From an optimization exercise on the open Yosys and OpenROAD flow, aimed at small area, a short achievable clock period and few clock cycles per item; shortcuts taken in it are not production practice.
Where RTL was checked, it was by simulation tests only, not by an equivalence proof against the original.
No activity file was given, so power comes from the tool's default toggle rates.

==> inputs of job 7719 <==
Design flanger_sweep_state_machine, start of the top module:
module flanger_sweep_state_machine #(
    parameter N = 32,              
    parameter L = 24               
) (
    input  wire        clk,
    input  wire        rst,
    input  wire        key_valid,
    input  wire [7:0]  key_char,
    input  wire        btn,
    input  wire        in_valid,
    output wire        in_ready,
    input  wire [15:0] mic,
    input  wire [15:0] gen,
    output reg         out_valid,
    input  wire        out_ready,
    output reg  [31:0] out_data,
    output reg         out_last,
    output reg         out_ev_valid,
    output reg         out_ev_kind,    
    output reg  [7:0]  out_ev_arg,
    output wire [15:0] gen_freq
);
==> flow/config.mk <==
export PLATFORM = sky130hd
export DESIGN_NAME = flanger_sweep_state_machine
export DESIGN_NICKNAME = flanger_sweep_state_machine
export VERILOG_FILES = /design/flow/design.v
export SDC_FILE = /design/flow/constraint.sdc
export NUM_CORES = 4
export LEC_CHECK = 0
export CAP_MARGIN = 20
export CORE_MARGIN = 2
export CORE_UTILIZATION = 40
export CTS_BUF_LIST = sky130_fd_sc_hd__clkbuf_8
export CTS_CLUSTER_DIAMETER = 70
export CTS_CLUSTER_SIZE = 16
export SETUP_SLACK_MARGIN = 5
export SLEW_MARGIN = 20
==> flow/constraint.sdc <==
create_clock -name core_clock -period 8.0 [get_ports {clk}]
set_input_delay 1.6000 -clock core_clock [delete_from_list [all_inputs] [get_ports {clk}]]
set_output_delay 1.6000 -clock core_clock [all_outputs]
set_load 0.01 [all_outputs]
standard.sh (not shown) runs the stock make flow with config.mk's settings and CLKGATE_MAP_FILE= SYNTH_SCRIPT=/design/flow/synth_recipe.tcl, a recipe that flattens the netlist after the stock synthesis.
==> flow/flow/run.sh <==
#!/bin/bash
# The standard layout with two changes:
# - the adders are left to ABC: without ADDER_MAP_FILE, synthesis does not
#   turn three-input XOR/majority pairs into full-adder cells, so the
#   multiplier's compressor tree is mapped as plain gates;
# - every port gets a buf_2 as its buffer (the standard flow's choice is a
#   slow delay buffer).
set -euo pipefail
bash standard.sh ADDER_MAP_FILE= "BUFFER_PORTS_ARGS=-buffer_cell sky130_fd_sc_hd__buf_2" finish > make_finish.log 2>&1
==> job 5724 (differences from job 7719) <==
--- a/flow/design.v
+++ b/flow/design.v
@@ -494,76 +494,52 @@
     reg        sk_valid;             
     wire       rdy = !sk_valid;      
     reg        in_ready_q;           
     assign in_ready = in_ready_q;
     wire acc   = in_valid && rdy;
     wire first = (cnt == 0);
     wire last  = (cnt == LAST_BEAT);
-    wire k_n     = (key_q == 8'h6E);
-    wire k_f     = (key_q == 8'h66);
-    wire k_r     = (key_q == 8'h72);
-    wire k_b     = (key_q == 8'h62);
-    wire k_plus  = (key_q == 8'h2B);
-    wire k_minus = (key_q == 8'h2D);
-    wire k_mode  = k_n | k_f | k_r | k_b;
-    wire k_unrec = !(k_mode | k_plus | k_minus);
-    reg [1:0] key_mode;
-    always @(*) begin
-        case (1'b1)
-            k_f:     key_mode = M_FLAN;
-            k_r:     key_mode = M_RING;
-            k_b:     key_mode = M_CRUSH;
-            default: key_mode = M_NONE;
-        endcase
-    end
+    wire c_f     = (key_char == 8'h66);
+    wire c_r     = (key_char == 8'h72);
+    wire c_b     = (key_char == 8'h62);
+    wire c_mode  = (key_char == 8'h6E) | c_f | c_r | c_b;
+    wire c_plus  = (key_char == 8'h2B);
+    wire c_minus = (key_char == 8'h2D);
+    wire [1:0] c_key_mode = c_f ? M_FLAN : c_r ? M_RING : c_b ? M_CRUSH : M_NONE;
+    reg        k_mode, k_plus, k_minus;
+    reg  [1:0] key_mode;
+    wire       k_unrec = !(k_mode | k_plus | k_minus);
     reg [2:0] new_depth;
     always @(*) begin
         new_depth = depth;
         if (key_pend && k_plus && depth < MAX_DEPTH)
             new_depth = depth + 3'd1;
         if (key_pend && k_minus && depth > MIN_DEPTH)
             new_depth = depth - 3'd1;
     end
     wire [1:0] new_mode = (key_pend && k_mode) ? key_mode : mode;
     wire       new_src  = src_sel ^ btn_pend;
     reg  [1:0] cur_mode;
     reg        cur_src;
-    reg  [2:0] cur_depth;
+    wire [2:0] cur_depth = first ? new_depth : depth;
     wire       acc_first = acc && first;
     wire [1:0] mode_n    = acc_first ? new_mode  : mode;
     wire       src_n     = acc_first ? new_src   : src_sel;
     wire [2:0] depth_n   = acc_first ? new_depth : depth;
-    wire       kp_n      = key_valid || (key_pend && !acc_first);
-    wire       bp_n      = btn || (btn_pend && !acc_first);
-    wire [7:0] kq_n      = key_valid ? key_char : key_q;
     wire       first_n   = acc ? last : first;
-    wire n_f     = (kq_n == 8'h66);
-    wire n_r     = (kq_n == 8'h72);
-    wire n_b     = (kq_n == 8'h62);
-    wire n_mode  = (kq_n == 8'h6E) | n_f | n_r | n_b;
-    wire n_plus  = (kq_n == 8'h2B);
-    wire n_minus = (kq_n == 8'h2D);
-    wire [1:0] n_key_mode = n_f ? M_FLAN : n_r ? M_RING : n_b ? M_CRUSH : M_NONE;
-    reg [2:0] n_new_depth;
-    always @(*) begin
-        n_new_depth = depth_n;
-        if (kp_n && n_plus && depth_n < MAX_DEPTH)
-            n_new_depth = depth_n + 3'd1;
-        if (kp_n && n_minus && depth_n > MIN_DEPTH)
-            n_new_depth = depth_n - 3'd1;
-    end
+    wire       kmode_n   = key_valid ? c_mode : (key_pend && !acc_first && k_mode);
+    wire [1:0] kmd_n     = key_valid ? c_key_mode : key_mode;
+    wire       bp_n      = btn || (btn_pend && !acc_first);
     always @(posedge clk) begin
         if (rst) begin
-            cur_mode  <= M_NONE;
-            cur_src   <= 1'b0;
-            cur_depth <= MIN_DEPTH;
+            cur_mode <= M_NONE;
+            cur_src  <= 1'b0;
         end else begin
-            cur_mode  <= first_n ? ((kp_n && n_mode) ? n_key_mode : mode_n) : mode_n;
-            cur_src   <= first_n ? (src_n ^ bp_n) : src_n;
-            cur_depth <= first_n ? n_new_depth : depth_n;
+            cur_mode <= (first_n && kmode_n) ? kmd_n : mode_n;
+            cur_src  <= first_n ? (src_n ^ bp_n) : src_n;
         end
     end
     always @(posedge clk) begin
         if (rst) begin
             mode     <= M_NONE;
             src_sel  <= 1'b0;
             depth    <= MIN_DEPTH;
@@ -583,16 +559,21 @@
             if (btn)
                 btn_pend <= 1'b1;
             else if (acc && first)
                 btn_pend <= 1'b0;
         end
     end
     always @(posedge clk) begin
-        if (key_valid)
-            key_q <= key_char;
+        if (key_valid) begin
+            key_q    <= key_char;
+            k_mode   <= c_mode;
+            k_plus   <= c_plus;
+            k_minus  <= c_minus;
+            key_mode <= c_key_mode;
+        end
     end
     always @(posedge clk) begin
         if (acc && first) begin
             out_ev_valid <= key_pend && !(k_plus || k_minus);
             out_ev_kind  <= k_unrec;
             out_ev_arg   <= k_unrec ? key_q : {6'd0, key_mode};
         end
==> flow/flow/run.sh (replaced) <==
#!/bin/bash
# The standard layout with two changes:
# - the adders are left to ABC: without ADDER_MAP_FILE, synthesis does not
#   turn three-input XOR/majority pairs into full-adder cells, so the
#   multiplier's compressor tree is mapped as plain gates;
# - every port gets a buf_2 as its buffer (the standard flow's choice is a
#   slow delay buffer).
# Timing repair aims for 5.15 ns of setup slack (a 2.85 ns period).
set -euo pipefail
bash standard.sh ADDER_MAP_FILE= "BUFFER_PORTS_ARGS=-buffer_cell sky130_fd_sc_hd__buf_2" SETUP_SLACK_MARGIN=5.15 finish > make_finish.log 2>&1
==> job 2147 (differences from job 7719) <==
--- a/flow/design.v
+++ b/flow/design.v
@@ -494,76 +494,52 @@
     reg        sk_valid;             
     wire       rdy = !sk_valid;      
     reg        in_ready_q;           
     assign in_ready = in_ready_q;
     wire acc   = in_valid && rdy;
     wire first = (cnt == 0);
     wire last  = (cnt == LAST_BEAT);
-    wire k_n     = (key_q == 8'h6E);
-    wire k_f     = (key_q == 8'h66);
-    wire k_r     = (key_q == 8'h72);
-    wire k_b     = (key_q == 8'h62);
-    wire k_plus  = (key_q == 8'h2B);
-    wire k_minus = (key_q == 8'h2D);
-    wire k_mode  = k_n | k_f | k_r | k_b;
-    wire k_unrec = !(k_mode | k_plus | k_minus);
-    reg [1:0] key_mode;
-    always @(*) begin
-        case (1'b1)
-            k_f:     key_mode = M_FLAN;
-            k_r:     key_mode = M_RING;
-            k_b:     key_mode = M_CRUSH;
-            default: key_mode = M_NONE;
-        endcase
-    end
+    wire c_f     = (key_char == 8'h66);
+    wire c_r     = (key_char == 8'h72);
+    wire c_b     = (key_char == 8'h62);
+    wire c_mode  = (key_char == 8'h6E) | c_f | c_r | c_b;
+    wire c_plus  = (key_char == 8'h2B);
+    wire c_minus = (key_char == 8'h2D);
+    wire [1:0] c_key_mode = c_f ? M_FLAN : c_r ? M_RING : c_b ? M_CRUSH : M_NONE;
+    reg        k_mode, k_plus, k_minus;
+    reg  [1:0] key_mode;
+    wire       k_unrec = !(k_mode | k_plus | k_minus);
     reg [2:0] new_depth;
     always @(*) begin
         new_depth = depth;
         if (key_pend && k_plus && depth < MAX_DEPTH)
             new_depth = depth + 3'd1;
         if (key_pend && k_minus && depth > MIN_DEPTH)
             new_depth = depth - 3'd1;
     end
     wire [1:0] new_mode = (key_pend && k_mode) ? key_mode : mode;
     wire       new_src  = src_sel ^ btn_pend;
     reg  [1:0] cur_mode;
     reg        cur_src;
-    reg  [2:0] cur_depth;
+    wire [2:0] cur_depth = first ? new_depth : depth;
     wire       acc_first = acc && first;
     wire [1:0] mode_n    = acc_first ? new_mode  : mode;
     wire       src_n     = acc_first ? new_src   : src_sel;
     wire [2:0] depth_n   = acc_first ? new_depth : depth;
-    wire       kp_n      = key_valid || (key_pend && !acc_first);
-    wire       bp_n      = btn || (btn_pend && !acc_first);
-    wire [7:0] kq_n      = key_valid ? key_char : key_q;
     wire       first_n   = acc ? last : first;
-    wire n_f     = (kq_n == 8'h66);
-    wire n_r     = (kq_n == 8'h72);
-    wire n_b     = (kq_n == 8'h62);
-    wire n_mode  = (kq_n == 8'h6E) | n_f | n_r | n_b;
-    wire n_plus  = (kq_n == 8'h2B);
-    wire n_minus = (kq_n == 8'h2D);
-    wire [1:0] n_key_mode = n_f ? M_FLAN : n_r ? M_RING : n_b ? M_CRUSH : M_NONE;
-    reg [2:0] n_new_depth;
-    always @(*) begin
-        n_new_depth = depth_n;
-        if (kp_n && n_plus && depth_n < MAX_DEPTH)
-            n_new_depth = depth_n + 3'd1;
-        if (kp_n && n_minus && depth_n > MIN_DEPTH)
-            n_new_depth = depth_n - 3'd1;
-    end
+    wire       kmode_n   = key_valid ? c_mode : (key_pend && !acc_first && k_mode);
+    wire [1:0] kmd_n     = key_valid ? c_key_mode : key_mode;
+    wire       bp_n      = btn || (btn_pend && !acc_first);
     always @(posedge clk) begin
         if (rst) begin
-            cur_mode  <= M_NONE;
-            cur_src   <= 1'b0;
-            cur_depth <= MIN_DEPTH;
+            cur_mode <= M_NONE;
+            cur_src  <= 1'b0;
         end else begin
-            cur_mode  <= first_n ? ((kp_n && n_mode) ? n_key_mode : mode_n) : mode_n;
-            cur_src   <= first_n ? (src_n ^ bp_n) : src_n;
-            cur_depth <= first_n ? n_new_depth : depth_n;
+            cur_mode <= (first_n && kmode_n) ? kmd_n : mode_n;
+            cur_src  <= first_n ? (src_n ^ bp_n) : src_n;
         end
     end
     always @(posedge clk) begin
         if (rst) begin
             mode     <= M_NONE;
             src_sel  <= 1'b0;
             depth    <= MIN_DEPTH;
@@ -583,16 +559,21 @@
             if (btn)
                 btn_pend <= 1'b1;
             else if (acc && first)
                 btn_pend <= 1'b0;
         end
     end
     always @(posedge clk) begin
-        if (key_valid)
-            key_q <= key_char;
+        if (key_valid) begin
+            key_q    <= key_char;
+            k_mode   <= c_mode;
+            k_plus   <= c_plus;
+            k_minus  <= c_minus;
+            key_mode <= c_key_mode;
+        end
     end
     always @(posedge clk) begin
         if (acc && first) begin
             out_ev_valid <= key_pend && !(k_plus || k_minus);
             out_ev_kind  <= k_unrec;
             out_ev_arg   <= k_unrec ? key_q : {6'd0, key_mode};
         end
--- a/flow/config.mk
+++ b/flow/config.mk
@@ -7,9 +7,9 @@
 export LEC_CHECK = 0
 export CAP_MARGIN = 20
 export CORE_MARGIN = 2
 export CORE_UTILIZATION = 40
 export CTS_BUF_LIST = sky130_fd_sc_hd__clkbuf_8
 export CTS_CLUSTER_DIAMETER = 70
 export CTS_CLUSTER_SIZE = 16
-export SETUP_SLACK_MARGIN = 5
+export SETUP_SLACK_MARGIN = 4.9
 export SLEW_MARGIN = 20
==> comparison <==
Against job 5724, the register-to-register slack of job 2147 is worse by 160 ps. The highest cell count belongs to job 7719, the lowest to job 2147. Clock power is about the same in job 5724 and job 2147. In job 7719 the sequential power is lower than in job 5724, by about 2%. Between job 7719 and job 5724, the lower synthesized cell count is in job 5724 (gap about 0.7%, measured against job 5724).
Testbench counts of job 5724, summed over its fixed seeds: cycles 16,408, items 16,384.
Testbench counts of job 2147, summed over its fixed seeds: cycles 16,408, items 16,384.
No functional check of the RTL was part of job 7719.

what the ideal ports hide:
How much do the figures lean on ideal ports? The routed layouts below were timed once more, with nothing changed but the port constraints.
Step 1, drivers: a clkbuf_16 drives clk and a buf_2 each remaining input, both assumed.
Step 2 adds t to the input delays and takes it off the output delays; t is the mean of the earliest and latest rising clock arrival at the registers after step 1. Input paths then give back, and output paths get back, about the clock's delay inside the block.
Three values: ideal, step 1, step 2; two values: the first two.
run | shift t [ns] | setup WS [ns] | hold slack, ns | worst setup path after step 2 | cell pins on the clock port's net
job 7719 | 0.756 | 4.644 / 4.649 / 3.893 | 0.434 / 0.434 / 0.434 | input to register | 1
job 5724 | 0.736 | 5.104 / 5.098 / 4.427 | 0.442 / 0.442 / 0.442 | input to register | 1
job 2147 | 0.727 | 4.948 / 4.948 / 4.355 | 0.434 / 0.434 / 0.434 | input to register | 1
After both steps every run listed still meets setup and hold. For job 7719, which loses most, drivers alone change the setup slack by +0.005 ns; drivers and shift together by -0.751 ns.
